Source: an optimization exercise on an open RTL-to-GDS flow (aim: small area). Production flows keep margins and buffers that such runs may drop. The RTL was checked by simulation tests, not by an equivalence proof against the original design. Power figures rest on the tool's default switching activity, not on a simulated workload.

Setup of build 8:
## ntsc_lsb
module ntsc_lsb (
    input  wire        clk,
    input  wire        rst_n,
    input  wire        run,
    input  wire        mode_il,       
    input  wire        mode_den,      
    input  wire        mode_burst,    
    input  wire        mode_pic,      
    input  wire [31:0] frame_init,    
    input  wire [7:0]  lvl_tip,
    input  wire [7:0]  lvl_porch,
    input  wire [7:0]  lvl_black,
    input  wire [7:0]  burst_000,
    input  wire [7:0]  burst_060,
    input  wire [7:0]  burst_090,
    input  wire [7:0]  burst_120,
    input  wire [7:0]  burst_180,
    input  wire [7:0]  burst_240,
    input  wire [7:0]  burst_270,
    input  wire [7:0]  burst_300,
    output wire        ps_req,
    output wire [31:0] ps_frame,
    output wire [8:0]  ps_row,
    output wire [10:0] ps_col,
    input  wire [7:0]  ps_data,
    input  wire        ps_ack,
    output reg         dac_valid,
    output reg  [7:0]  dac_out,
    output reg         sol,
    output wire        vblank,
    output wire        field
);
    wire il  = mode_il;
    wire den = mode_den;
    reg        running;
    reg [10:0] q;             
    reg        f;             
    reg [8:0]  r;             
    reg [1:0]  m3;            
    reg [31:0] frame;
    wire [10:0] q_first = den ? 11'd1802 : 11'd1884;
  ...
Size: roughly 560 cells after synthesis, ~200 I/O pins.
==> flow/config.mk <==
export PLATFORM = sky130hd
export DESIGN_NAME = ntsc_lsb
export DESIGN_NICKNAME = ntsc_lsb
export VERILOG_FILES = /design/flow/design.v
export SDC_FILE = /design/flow/constraint.sdc
export NUM_CORES = 4
export LEC_CHECK = 0
export CAP_MARGIN = 20
export CORE_MARGIN = 2
export CORE_UTILIZATION = 40
export SLEW_MARGIN = 20
export BUFFER_PORTS_ARGS = -buffer_cell sky130_fd_sc_hd__buf_1
==> flow/constraint.sdc <==
create_clock -name core_clock -period 10.0 [get_ports {clk}]
set_input_delay 2.0000 -clock core_clock [delete_from_list [all_inputs] [get_ports {clk}]]
set_output_delay 2.0000 -clock core_clock [all_outputs]
set_load 0.01 [all_outputs]
standard.sh (not shown) runs the stock make flow with config.mk's settings and CLKGATE_MAP_FILE= SYNTH_SCRIPT=/design/flow/synth_recipe.tcl, a recipe that flattens the netlist after the stock synthesis.
==> flow/flow/run.sh <==
#!/bin/bash
# Layout flow: the standard synthesis, then an area re-mapping of its
# combinational logic (registers untouched), then the standard layout
# with the port buffers made of the smallest buffer cell.
set -euo pipefail
W=$(pwd)
R=$W/orfs/results/$FLOW_PLATFORM/ntsc_lsb/base
LIB=$FLOW_HOME/platforms/$FLOW_PLATFORM/lib/sky130_fd_sc_hd__tt_025C_1v80.lib
YOSYS=$FLOW_HOME/../tools/install/yosys/bin/yosys
[[ -x $YOSYS ]] || YOSYS=yosys

echo 'export BUFFER_PORTS_ARGS = -buffer_cell sky130_fd_sc_hd__buf_1' >> config.mk

# 1. standard synthesis
bash standard.sh synth > log_1_standard_synth.txt 2>&1
cp "$R/1_2_yosys.v" "$W/synth_standard.v"

# 2. area re-mapping of the combinational logic
DU=$(sed -n '/DONT_USE_CELLS/,/^#/p' "$FLOW_HOME/platforms/$FLOW_PLATFORM/config.mk" \
     | grep -o 'sky130_fd_sc_hd__[a-z0-9_]*' | sed 's/^/-dont_use /' | tr '\n' ' ')
sed -e "s#@LIB@#$LIB#g" -e "s#@IN@#$W/synth_standard.v#" -e "s#@OUT@#$W/synth_resynth.v#" \
    -e "s#@DONTUSE@#$DU#" flow/resynth.ys.in > resynth.ys
"$YOSYS" -l log_2_resynth.txt resynth.ys > /dev/null 2>&1
cp "$W/synth_resynth.v" "$R/1_2_yosys.v"
rm -f "$R/1_synth.odb" "$R/1_synth.sdc"

# 3. standard layout from the re-mapped netlist
bash standard.sh > log_3_layout.txt 2>&1
==> flow/flow/resynth.ys.in <==
# Area re-mapping of the standard synthesis's combinational logic.
# The registers are kept as they are (same cells, same instance names).
read_liberty -ignore_miss_func @LIB@
blackbox sky130_fd_sc_hd__*df* sky130_fd_sc_hd__*dl*
read_verilog @IN@
hierarchy -top ntsc_lsb
flatten
rename -hide w:* x:* %d
opt_clean -purge
abc -liberty @LIB@ @DONTUSE@ -script "+strash;dch,-f;amap;strash;dch,-f;amap"
opt_clean -purge
hilomap -singleton -hicell sky130_fd_sc_hd__conb_1 HI -locell sky130_fd_sc_hd__conb_1 LO
splitnets
opt_clean -purge
select ntsc_lsb
stat -liberty @LIB@
write_verilog -noattr -nohex -nodec -selected @OUT@
Input changes introduced in build 58 (baseline for comparison: build 8):
-- flow/config.mk --
<<< build 8, line 10
export CORE_UTILIZATION = 40
>>> build 58, line 10
export CORE_UTILIZATION = 65
export CTS_BUF_LIST = sky130_fd_sc_hd__clkbuf_4
export CTS_CLUSTER_SIZE = 30
export PLACE_DENSITY = 0.8
Findings:
Changes observed in build 58 relative to build 8: internal portion of total power went down, number of clock buffers in the layout went down.
Relative to build 8, final critical delay including setup and external delays has decreased by 0.14 ns in build 58.
Critical path depth: lower on build 58
NOTE combinational power build 8->build 58 increased slightly
Cmp build 8 and build 58 / global-route usage / higher: build 58
The die of build 58 is smaller than the one used in build 8.
Between build 58 and build 8, the count of nets after finishing does not differ in any meaningful way.
Combinational share of power: build 58 vs build 8 up 1.9 points
Setup changes, build 58 to build 16
-- flow/flow/run.sh --
<<< build 58, line 12
echo 'export BUFFER_PORTS_ARGS = -buffer_cell sky130_fd_sc_hd__buf_1' >> config.mk
>>> build 16, line 12
cat >> config.mk <<EOC
export BUFFER_PORTS_ARGS = -buffer_cell sky130_fd_sc_hd__buf_1
export CTS_ARGS = -sink_clustering_enable -repair_clock_nets -dont_use_dummy_load -buf_list sky130_fd_sc_hd__clkbuf_4 -root_buf sky130_fd_sc_hd__clkbuf_4 -sink_clustering_size 20
EOC
-- flow/config.mk --
<<< build 58, line 10
export CORE_UTILIZATION = 65
export CTS_BUF_LIST = sky130_fd_sc_hd__clkbuf_4
export CTS_CLUSTER_SIZE = 30
export PLACE_DENSITY = 0.8
>>> build 16, line 10
export CORE_UTILIZATION = 55
export PLACE_DENSITY = 0.7
<<< build 58, line 16
>>> build 16, line 14
export CTS_ARGS = -sink_clustering_enable -repair_clock_nets -dont_use_dummy_load -buf_list sky130_fd_sc_hd__clkbuf_4 -root_buf sky130_fd_sc_hd__clkbuf_4 -sink_clustering_size 20
Notes after the runs:
- Build 16: met3 track demand over resource is 3.9 points lower than what build 58 reported.
- Diff build 58 and build 16: post-route core utilization lower in build 16
- Total power (build 16 vs. build 58) decreases by more than 10%
- | internal power contribution | build 16 vs build 58 | 84 uW lower |
- Diff build 58 -> build 16 | via count of the first global-routing pass | decrease of about 3.5%
- Between build 16 and build 58, it is build 16 whose clock network power share is lower, by 14 points.
- Total length of routed met3 wires: build 16 < build 58
Edits applied to the flow inputs when going from build 16 to build 72:
==> flow/flow/run.sh <==
#!/bin/bash
set -euo pipefail
echo 'export BUFFER_PORTS_ARGS = -buffer_cell sky130_fd_sc_hd__buf_1' >> config.mk
bash standard.sh > flow_standard.log 2>&1
-- flow/config.mk --
<<< build 16, line 10
export CORE_UTILIZATION = 55
export PLACE_DENSITY = 0.7
>>> build 72, line 10
export CORE_UTILIZATION = 40
<<< build 16, line 14
export CTS_ARGS = -sink_clustering_enable -repair_clock_nets -dont_use_dummy_load -buf_list sky130_fd_sc_hd__clkbuf_4 -root_buf sky130_fd_sc_hd__clkbuf_4 -sink_clustering_size 20
>>> build 72, line 13
removed: flow/flow/resynth.ys.in
Findings:
In the reports for build 16 and build 72, the larger final total power belongs to build 72. Of build 16 and build 72, build 72 shows the lower fraction of power consumed by combinational cells, with build 16 above it. Looking only at non-clock buffer contribution to total cell area, and setting everything else aside, the lower value of build 16 and build 72 goes to build 72. Global-route wire length before repair, build 72 vs build 16: up by a few percent. Build 72 ends up with lower minimum clock period than build 16 does. Average wire per standard cell, build 16 and build 72, lower one = build 16. Build 72 reports its cell type of the slowest stage on the worst timing path as sky130_fd_sc_hd__buf_1 while build 16 reports sky130_fd_sc_hd__nor4_2. Wire length: build 72 > build 16. For area of the mapped netlist, dividing the value from build 16 by the value from build 72 gives 0.843. Going from build 16 to build 72, the critical path depth was found to have gone down by 6.


== run 1 ==
The RTL this note starts from:
==> flow/design.v <==
module ntsc_lsb (
    input  wire        clk,
    input  wire        rst_n,
    input  wire        run,
    input  wire        mode_il,       
    input  wire        mode_den,      
    input  wire        mode_burst,    
    input  wire        mode_pic,      
    input  wire [31:0] frame_init,    
    input  wire [7:0]  lvl_tip,
    input  wire [7:0]  lvl_porch,
    input  wire [7:0]  lvl_black,
    input  wire [7:0]  burst_000,
    input  wire [7:0]  burst_060,
    input  wire [7:0]  burst_090,
    input  wire [7:0]  burst_120,
    input  wire [7:0]  burst_180,
    input  wire [7:0]  burst_240,
    input  wire [7:0]  burst_270,
    input  wire [7:0]  burst_300,
    output wire        ps_req,
    output wire [31:0] ps_frame,
    output wire [8:0]  ps_row,
    output wire [10:0] ps_col,
    input  wire [7:0]  ps_data,
    input  wire        ps_ack,
    output reg         dac_valid,
    output reg  [7:0]  dac_out,
    output wire        sol,
    output wire        vblank,
    output wire        field
);
    wire il  = mode_il;
    wire den = mode_den;
    reg        running;
    reg [10:0] q;             
    reg        f;             
    reg [8:0]  r;             
    reg [1:0]  m3;            
    reg [31:0] frame;
    wire [10:0] q_first = den ? 11'd1802 : 11'd1884;
    wire        q_last  = den ? (q == 11'd1121) : (q == 11'd747);
    wire pre   = &q[10:8];
    wire fh    = pre | (den ? (q < 11'd438) : (q < 11'd292));       
    wire eq_tip = fh ? (pre & (den ? (q < 11'd1856) : (q < 11'd1920)))
                     : (den ? (q < 11'd492) : (q < 11'd328));
    wire vs_tip = fh ? (pre | (den ? (q < 11'd342) : (q < 11'd228)))
                     : (den ? (q < 11'd1026) : (q < 11'd684));
    wire bl_tip   = pre & (den ? (q < 11'd1905) : (q < 11'd1952));    
    wire bl_porch = pre ? (den ? (q < 11'd2007) : (q < 11'd2020))     
                        : (den ? (q >= 11'd1095) : (q >= 11'd730));   
    wire in_burst = pre & (den ? (q >= 11'd1916 && q < 11'd1970)
                               : (q >= 11'd1960 && q < 11'd1996));
    wire window   = den ? (q < 11'd1056) : (q < 11'd704);
    wire ph_000 = den ? (~q[0] & (m3 == 2'd0)) : (q[1:0] == 2'd0);
    wire ph_060 = den &  q[0] & (m3 == 2'd1);
    wire ph_090 = ~den & (q[1:0] == 2'd1);
    wire ph_120 = den & ~q[0] & (m3 == 2'd2);
    wire ph_180 = den ? ( q[0] & (m3 == 2'd0)) : (q[1:0] == 2'd2);
    wire ph_240 = den & ~q[0] & (m3 == 2'd1);
    wire ph_270 = ~den & (q[1:0] == 2'd3);
    wire ph_300 = den &  q[0] & (m3 == 2'd2);
    wire       vb = r[8];             
    wire [4:0] s  = r[4:0];           
    wire       r_240 = ~r[8] & (&r[7:4]);
    wire       sync  = vb & (s >= 5'd10) & (s <= 5'd18);    
    wire       f2    = f & ~fh;       
    wire half_vs = f2 ? (s >= 5'd12 && s <= 5'd14) : (s >= 5'd13 && s <= 5'd15);
    wire half_pr = f2 & (s == 5'd18);
    wire l262b   = il & ~f & r_240 & ~fh;                   
    wire l282    = f & vb & (s == 5'd29);
    wire fill    = mode_pic & ~vb & ~r_240;
    assign ps_req   = fill & window;
    assign ps_frame = frame;
    assign ps_row   = il ? {r[7:0], f} : r;
    assign ps_col   = q;
    wire use_ps = ps_req & ps_ack;
    wire sy       = sync | l262b;
    wire sy_tip   = ~half_pr & (half_vs ? vs_tip : eq_tip);
    wire bt       = ~sy & ~use_ps;
    wire sel_tip  = sy ? sy_tip : (~use_ps & bl_tip);
    wire sel_ps   = ~sy & use_ps;
    wire sel_bu   = bt & ~bl_tip & mode_burst & in_burst;
    wire sel_blk  = bt & ~bl_tip & ~(mode_burst & in_burst) & ~bl_porch & ~(l282 & fh);
    wire sel_por  = ~sel_tip & ~sel_ps & ~sel_bu & ~sel_blk;
    always @(*)
        dac_out = ({8{sel_tip}} & lvl_tip)
                | ({8{sel_por}} & lvl_porch)
                | ({8{sel_blk}} & lvl_black)
                | ({8{sel_ps}}  & ps_data)
                | ({8{sel_bu & ph_000}} & burst_000)
                | ({8{sel_bu & ph_060}} & burst_060)
                | ({8{sel_bu & ph_090}} & burst_090)
                | ({8{sel_bu & ph_120}} & burst_120)
                | ({8{sel_bu & ph_180}} & burst_180)
                | ({8{sel_bu & ph_240}} & burst_240)
                | ({8{sel_bu & ph_270}} & burst_270)
                | ({8{sel_bu & ph_300}} & burst_300);
    assign vblank = ~f & vb;
    assign field  = f;
    assign sol    = (q == q_first);
    wire eofield = (il & ~f) ? r_240 : (r == 9'd239);
    always @(posedge clk) begin
        running   <= rst_n & run;
        dac_valid <= rst_n & run & running;
        if (!dac_valid) begin
            q     <= q_first;
            r     <= 9'd490;
            f     <= 1'b0;
            m3    <= 2'd0;
            frame <= frame_init;
        end else begin
            frame <= frame + {31'd0, q_last & eofield & (f | ~il)};
            m3    <= (m3 == 2'd2) ? 2'd0 : m3 + 2'd1;
            q     <= q_last ? q_first : q + 11'd1;
            if (q_last & eofield) begin
                r <= 9'd490;
                f <= il & ~f;
            end else begin
                r <= r + {8'd0, q_last};
            end
        end
    end
endmodule
Settings: LEC_CHECK=0, CAP_MARGIN=20, CORE_MARGIN=2, CORE_UTILIZATION=55, PLACE_DENSITY=0.7, SLEW_MARGIN=20, BUFFER_PORTS_ARGS=-buffer_cell sky130_fd_sc_hd__buf_1, CTS_ARGS=-sink_clustering_enable -repair_clock_nets -dont_use_dummy_load -buf_list sky130_fd_sc_hd__clkbuf_4 -root_buf sky130_fd_sc_hd__clkbuf_4 -sink_clustering_size 20; clock period 10.0 ns.
==> flow/flow/run.sh <==
#!/bin/bash
# Layout flow: the standard synthesis, then an area re-mapping of its
# combinational logic (registers untouched; the smallest of a few ABC
# scripts is kept), then the standard layout with the port buffers made
# of the smallest buffer cell and a lighter clock tree.
set -euo pipefail
W=$(pwd)
R=$W/orfs/results/$FLOW_PLATFORM/ntsc_lsb/base
LIB=$FLOW_HOME/platforms/$FLOW_PLATFORM/lib/sky130_fd_sc_hd__tt_025C_1v80.lib
YOSYS=$FLOW_HOME/../tools/install/yosys/bin/yosys
[[ -x $YOSYS ]] || YOSYS=yosys

cat >> config.mk <<EOC
export BUFFER_PORTS_ARGS = -buffer_cell sky130_fd_sc_hd__buf_1
export CTS_ARGS = -sink_clustering_enable -repair_clock_nets -dont_use_dummy_load -buf_list sky130_fd_sc_hd__clkbuf_4 -root_buf sky130_fd_sc_hd__clkbuf_4 -sink_clustering_size 20
EOC

# 1. standard synthesis
bash standard.sh synth > log_1_standard_synth.txt 2>&1
cp "$R/1_2_yosys.v" "$W/synth_standard.v"

# 2. area re-mapping of the combinational logic; keep the smallest result
DU=$(sed -n '/DONT_USE_CELLS/,/^#/p' "$FLOW_HOME/platforms/$FLOW_PLATFORM/config.mk" \
     | grep -o 'sky130_fd_sc_hd__[a-z0-9_]*' | sed 's/^/-dont_use /' | tr '\n' ' ')
SCRIPTS=(
  "strash;dch,-f;amap;strash;dch,-f;amap"
  "strash;balance;dch,-f;amap;strash;dch,-f;amap"
  "strash;ifraig;dch,-f;amap;strash;dch,-f;amap"
  "strash;dc2;dch,-f;amap"
  "strash;dch,-f;amap;strash;dch,-f;amap;strash;dch,-f;amap"
  "strash;dc2;dch,-f;amap;strash;dch,-f;amap"
)
best=""; best_area=""
for i in "${!SCRIPTS[@]}"; do
  sed -e "s#@LIB@#$LIB#g" -e "s#@IN@#$W/synth_standard.v#" -e "s#@OUT@#$W/synth_resynth_$i.v#" \
      -e "s#@DONTUSE@#$DU#" -e "s#@SCRIPT@#${SCRIPTS[$i]}#" flow/resynth.ys.in > resynth_$i.ys
  if "$YOSYS" -l log_2_resynth_$i.txt resynth_$i.ys > /dev/null 2>&1; then
    a=$(grep "Chip area for module" log_2_resynth_$i.txt | tail -1 | awk '{print $NF}')
    echo "script $i (${SCRIPTS[$i]}): $a" >> log_2_resynth_summary.txt
    if [[ -z $best_area ]] || awk -v a="$a" -v b="$best_area" 'BEGIN { exit !(a < b) }'; then
      best=$i; best_area=$a
    fi
  fi
done
echo "kept script $best: $best_area" >> log_2_resynth_summary.txt
cp "$W/synth_resynth_$best.v" "$R/1_2_yosys.v"
rm -f "$R/1_synth.odb" "$R/1_synth.sdc"

# 3. standard layout from the re-mapped netlist
bash standard.sh > log_3_layout.txt 2>&1
==> flow/flow/resynth.ys.in <==
# Area re-mapping of the standard synthesis's combinational logic.
# The registers are kept as they are (same cells, same instance names).
read_liberty -ignore_miss_func @LIB@
blackbox sky130_fd_sc_hd__*df* sky130_fd_sc_hd__*dl*
read_verilog @IN@
hierarchy -top ntsc_lsb
flatten
rename -hide w:* x:* %d
opt_clean -purge
abc -liberty @LIB@ @DONTUSE@ -script "+@SCRIPT@"
opt_clean -purge
hilomap -singleton -hicell sky130_fd_sc_hd__conb_1 HI -locell sky130_fd_sc_hd__conb_1 LO
splitnets
opt_clean -purge
select ntsc_lsb
stat -liberty @LIB@
write_verilog -noattr -nohex -nodec -selected @OUT@
Run 1 reached the end of the flow, and the finished layout is clean on the timing, DRC and antenna checks.
Inputs modified between run 1 and run 2:
Settings: CTS_ARGS changed from -sink_clustering_enable -repair_clock_nets -dont_use_dummy_load -buf_list sky130_fd_sc_hd__clkbuf_4 -root_buf sky130_fd_sc_hd__clkbuf_4 -sink_clustering_size 20 to -sink_clustering_enable -repair_clock_nets -dont_use_dummy_load -buf_list sky130_fd_sc_hd__clkbuf_16 -root_buf sky130_fd_sc_hd__clkbuf_16 -sink_clustering_size 64 -sink_clustering_max_diameter 400.
diff --git a/flow/flow/run.sh b/flow/flow/run.sh
--- a/flow/flow/run.sh
+++ b/flow/flow/run.sh
@@ -14,3 +14,3 @@
 export BUFFER_PORTS_ARGS = -buffer_cell sky130_fd_sc_hd__buf_1
-export CTS_ARGS = -sink_clustering_enable -repair_clock_nets -dont_use_dummy_load -buf_list sky130_fd_sc_hd__clkbuf_4 -root_buf sky130_fd_sc_hd__clkbuf_4 -sink_clustering_size 20
+export CTS_ARGS = -sink_clustering_enable -repair_clock_nets -dont_use_dummy_load -buf_list sky130_fd_sc_hd__clkbuf_16 -root_buf sky130_fd_sc_hd__clkbuf_16 -sink_clustering_size 64 -sink_clustering_max_diameter 400
 EOC
Findings:
Summary of run 2 over run 1: overall track demand over capacity in global routing increased by 0.41 points relative to the old numbers, routed wire length increased by 2.6% relative to the old numbers. Met2 layer usage reported by global route delta for run 2 relative to run 1: 2.0 points higher.
The inputs of run 3 differ from those of run 2 as listed below.
Settings: changing SLEW_MARGIN from 20 to 5; changing PLACE_DENSITY from 0.7 to 0.75; changing CORE_UTILIZATION from 55 to 62; setting GPL_TIMING_DRIVEN to 0 for the first time; changing CTS_ARGS from -sink_clustering_enable -repair_clock_nets -dont_use_dummy_load -buf_list sky130_fd_sc_hd__clkbuf_16 -root_buf sky130_fd_sc_hd__clkbuf_16 -sink_clustering_size 64 -sink_clustering_max_diameter 400 to -sink_clustering_enable -repair_clock_nets -dont_use_dummy_load -buf_list sky130_fd_sc_hd__clkbuf_4 -root_buf sky130_fd_sc_hd__clkbuf_4 -sink_clustering_size 20; changing CAP_MARGIN from 20 to 5.
diff --git a/flow/flow/run.sh b/flow/flow/run.sh
--- a/flow/flow/run.sh
+++ b/flow/flow/run.sh
@@ -14,3 +14,3 @@
 export BUFFER_PORTS_ARGS = -buffer_cell sky130_fd_sc_hd__buf_1
-export CTS_ARGS = -sink_clustering_enable -repair_clock_nets -dont_use_dummy_load -buf_list sky130_fd_sc_hd__clkbuf_16 -root_buf sky130_fd_sc_hd__clkbuf_16 -sink_clustering_size 64 -sink_clustering_max_diameter 400
+export CTS_ARGS = -sink_clustering_enable -repair_clock_nets -dont_use_dummy_load -buf_list sky130_fd_sc_hd__clkbuf_4 -root_buf sky130_fd_sc_hd__clkbuf_4 -sink_clustering_size 20
 EOC
==> summary.txt <==
In summary, run 3 completed successfully, with a layout that passed the timing, DRC and antenna checks.
Global-route met3 utilization in run 3 is 9.5 points higher than in run 2
Compared with run 2, run 3 shows a higher wire length of the first global-routing pass.
Run 2 → run 3: layout overhead on the synthesized area dropped 4.4 points; clock latency on the worst-skew pair went up; fraction of the core area covered by cells at the end of the flow up 7.5 points; portion of total power attributed to the clock network down 16 points.
Diff run 3 and run 2: worst hold slack higher in run 3
Input changes introduced in run 4 (baseline for comparison: run 3):
Settings: a change of CORE_UTILIZATION from 62 to 55; a deleted GPL_TIMING_DRIVEN that had been 0; a change of SLEW_MARGIN from 5 to 20; a change of CAP_MARGIN from 5 to 20; a change of PLACE_DENSITY from 0.75 to 0.7.
==> flow/flow/run.sh <==
#!/bin/bash
# Layout flow: the standard synthesis, then an area re-mapping of its
# combinational logic (registers untouched), then the standard layout
# with the port buffers made of the smallest buffer cell.
set -euo pipefail
W=$(pwd)
R=$W/orfs/results/$FLOW_PLATFORM/ntsc_lsb/base
LIB=$FLOW_HOME/platforms/$FLOW_PLATFORM/lib/sky130_fd_sc_hd__tt_025C_1v80.lib
YOSYS=$FLOW_HOME/../tools/install/yosys/bin/yosys
[[ -x $YOSYS ]] || YOSYS=yosys

cat >> config.mk <<EOC
export BUFFER_PORTS_ARGS = -buffer_cell sky130_fd_sc_hd__buf_1
export CTS_ARGS = -sink_clustering_enable -repair_clock_nets -dont_use_dummy_load -buf_list sky130_fd_sc_hd__clkbuf_4 -root_buf sky130_fd_sc_hd__clkbuf_4 -sink_clustering_size 20
EOC

# 1. standard synthesis
bash standard.sh synth > log_1_standard_synth.txt 2>&1
cp "$R/1_2_yosys.v" "$W/synth_standard.v"

# 2. area re-mapping of the combinational logic
DU=$(sed -n '/DONT_USE_CELLS/,/^#/p' "$FLOW_HOME/platforms/$FLOW_PLATFORM/config.mk" \
     | grep -o 'sky130_fd_sc_hd__[a-z0-9_]*' | sed 's/^/-dont_use /' | tr '\n' ' ')
sed -e "s#@LIB@#$LIB#g" -e "s#@IN@#$W/synth_standard.v#" -e "s#@OUT@#$W/synth_resynth.v#" \
    -e "s#@DONTUSE@#$DU#" flow/resynth.ys.in > resynth.ys
"$YOSYS" -l log_2_resynth.txt resynth.ys > /dev/null 2>&1
cp "$W/synth_resynth.v" "$R/1_2_yosys.v"
rm -f "$R/1_synth.odb" "$R/1_synth.sdc"

# 3. standard layout from the re-mapped netlist
bash standard.sh > log_3_layout.txt 2>&1
diff --git a/flow/flow/resynth.ys.in b/flow/flow/resynth.ys.in
--- a/flow/flow/resynth.ys.in
+++ b/flow/flow/resynth.ys.in
@@ -9,3 +9,3 @@
 opt_clean -purge
-abc -liberty @LIB@ @DONTUSE@ -script "+@SCRIPT@"
+abc -liberty @LIB@ @DONTUSE@ -script "+strash;dch,-f;amap;strash;dch,-f;amap"
 opt_clean -purge
Results
Of run 4 and run 3, the higher clock latency of the later-clocked register in the worst-skew pair belongs to run 3.
Looking at met2 global-route usage, run 4 sits 10 points below run 3.
For the share of the cycle needed by the critical path after routing, run 4 came in 8.7 points lower than run 3 did.
Share of power burned in registers up 1.0 points in run 4 wrt run 3
When run 4 is measured against run 3, its global-route wire length before repair turns out about 6% lower.
Placer congestion estimate (run 3 / run 4): 1.06
Comparing run 4 and run 3, pre-CTS setup slack is higher on run 4.
For run 5, these inputs were changed with respect to run 4:
diff --git a/flow/flow/run.sh b/flow/flow/run.sh
--- a/flow/flow/run.sh
+++ b/flow/flow/run.sh
@@ -3,3 +3,8 @@
 # combinational logic (registers untouched), then the standard layout
-# with the port buffers made of the smallest buffer cell.
+# with the port buffers made of the smallest buffer cell and a lighter
+# clock tree.
+#
+# The re-mapping runs a set of ABC scripts on the current netlist and keeps
+# the smallest result, and repeats from that result until no script makes it
+# smaller.
 set -euo pipefail
@@ -23,5 +28,39 @@
      | grep -o 'sky130_fd_sc_hd__[a-z0-9_]*' | sed 's/^/-dont_use /' | tr '\n' ' ')
-sed -e "s#@LIB@#$LIB#g" -e "s#@IN@#$W/synth_standard.v#" -e "s#@OUT@#$W/synth_resynth.v#" \
-    -e "s#@DONTUSE@#$DU#" flow/resynth.ys.in > resynth.ys
-"$YOSYS" -l log_2_resynth.txt resynth.ys > /dev/null 2>&1
+SCRIPTS=(
+  "strash;dch,-f;amap;strash;dch,-f;amap"
+  "strash;balance;dch,-f;amap;strash;dch,-f;amap"
+  "strash;ifraig;dch,-f;amap;strash;dch,-f;amap"
+  "strash;dc2;dch,-f;amap"
+  "strash;dch,-f;amap,-F,10"
+  "strash;dc2;dch,-f;amap;strash;dch,-f;amap"
+  "strash;rewrite,-z;dch,-f;amap"
+  "strash;refactor,-z;dch,-f;amap;strash;dch,-f;amap"
+  "strash;balance;dch,-f;amap;strash;balance;dch,-f;amap"
+  "strash;dch;amap"
+)
+mkdir -p resynth
+cp synth_standard.v resynth/best.v
+best=999999999
+S=log_2_resynth_summary.txt
+: > $S
+for round in 1 2 3 4 5 6 7 8; do
+  for i in "${!SCRIPTS[@]}"; do
+    sed -e "s#@LIB@#$LIB#g" -e "s#@IN@#$W/resynth/best.v#" -e "s#@OUT@#$W/resynth/r${round}_$i.v#" \
+        -e "s#@DONTUSE@#$DU#" -e "s#@SCRIPT@#${SCRIPTS[$i]}#" flow/resynth.ys.in > resynth/r${round}_$i.ys
+    ( "$YOSYS" -l resynth/log_r${round}_$i.txt resynth/r${round}_$i.ys > /dev/null 2>&1 || true ) &
+  done
+  wait
+  bi=""
+  for i in "${!SCRIPTS[@]}"; do
+    a=$(grep "Chip area for module" resynth/log_r${round}_$i.txt 2>/dev/null | tail -1 | awk '{print $NF}')
+    [[ -n $a && -s resynth/r${round}_$i.v ]] || continue
+    echo "round $round script $i (${SCRIPTS[$i]}): $a" >> $S
+    if awk -v a="$a" -v b="$best" 'BEGIN { exit !(a < b) }'; then best=$a; bi=$i; fi
+  done
+  [[ -n $bi ]] || break
+  echo "round $round kept script $bi: $best" >> $S
+  cp resynth/r${round}_$bi.v resynth/best.v
+done
+echo "final: $best" >> $S
+cp resynth/best.v "$W/synth_resynth.v"
 cp "$W/synth_resynth.v" "$R/1_2_yosys.v"
diff --git a/flow/flow/resynth.ys.in b/flow/flow/resynth.ys.in
--- a/flow/flow/resynth.ys.in
+++ b/flow/flow/resynth.ys.in
@@ -9,3 +9,3 @@
 opt_clean -purge
-abc -liberty @LIB@ @DONTUSE@ -script "+strash;dch,-f;amap;strash;dch,-f;amap"
+abc -liberty @LIB@ @DONTUSE@ -script "+@SCRIPT@"
 opt_clean -purge
### Flow results
Compared with run 4, number of inverters outside the clock class in the layout in run 5 decreased by more than a quarter. The synthesis-to-finish area growth in run 5 sits 0.75 points above the value recorded for run 4. Wire: run 5 routes less than run 4. Taking run 4 as the reference, in run 5 final non-filler cell area shows a reduction of about 3.6%; top achievable clock speed -5.2 MHz.

[what the ideal ports hide]
Ports are ideal in the flow. The routed layouts listed here were re-timed in OpenROAD. Step 1 (the two cells are an assumption about what drives the block):
set clk [get_ports {clk}]
set_driving_cell -lib_cell sky130_fd_sc_hd__clkbuf_16 $clk
set_driving_cell -lib_cell sky130_fd_sc_hd__buf_2 [delete_from_list [all_inputs] $clk]
Step 2 times the ports against the registers' clock, not the clock port: input delays grow and output delays shrink by t, the midpoint of the rising clock arrivals with the driver on. a / b / c = no drivers / after step 1 / after step 2; a / b = the first two.
run | t (ns) | slack for setup (ns) | worst setup path at the end | worst register clock-pin slew, ns
build 8 | 0.365 | 1.753 / 1.728 / 1.728 | input to output | 0.07 / 0.07
build 58 | 0.438 | 1.895 / 1.868 / 1.868 | input to output | 0.12 / 0.12
build 16 | 0.400 | 1.855 / 1.830 / 1.830 | input to output | 0.10 / 0.10
build 72 | 0.364 | 3.533 / 3.511 / 3.511 | input to output | 0.08 / 0.08
run 1 | 0.406 | 2.524 / 2.492 / 2.492 | input to output | 0.11 / 0.11
run 2 | 0.343 | 2.524 / 2.492 / 2.492 | input to output | 0.05 / 0.05
run 3 | 0.423 | 1.821 / 1.791 / 1.791 | input to output | 0.12 / 0.12
run 4 | 0.401 | 2.692 / 2.669 / 2.669 | input to output | 0.09 / 0.09
run 5 | 0.412 | 2.402 / 2.379 / 2.242 | input to register | 0.11 / 0.11
After both steps setup and hold are still met in every run listed. For run 5, which loses most, drivers alone change the setup slack by -0.023 ns; drivers and shift together by -0.160 ns.
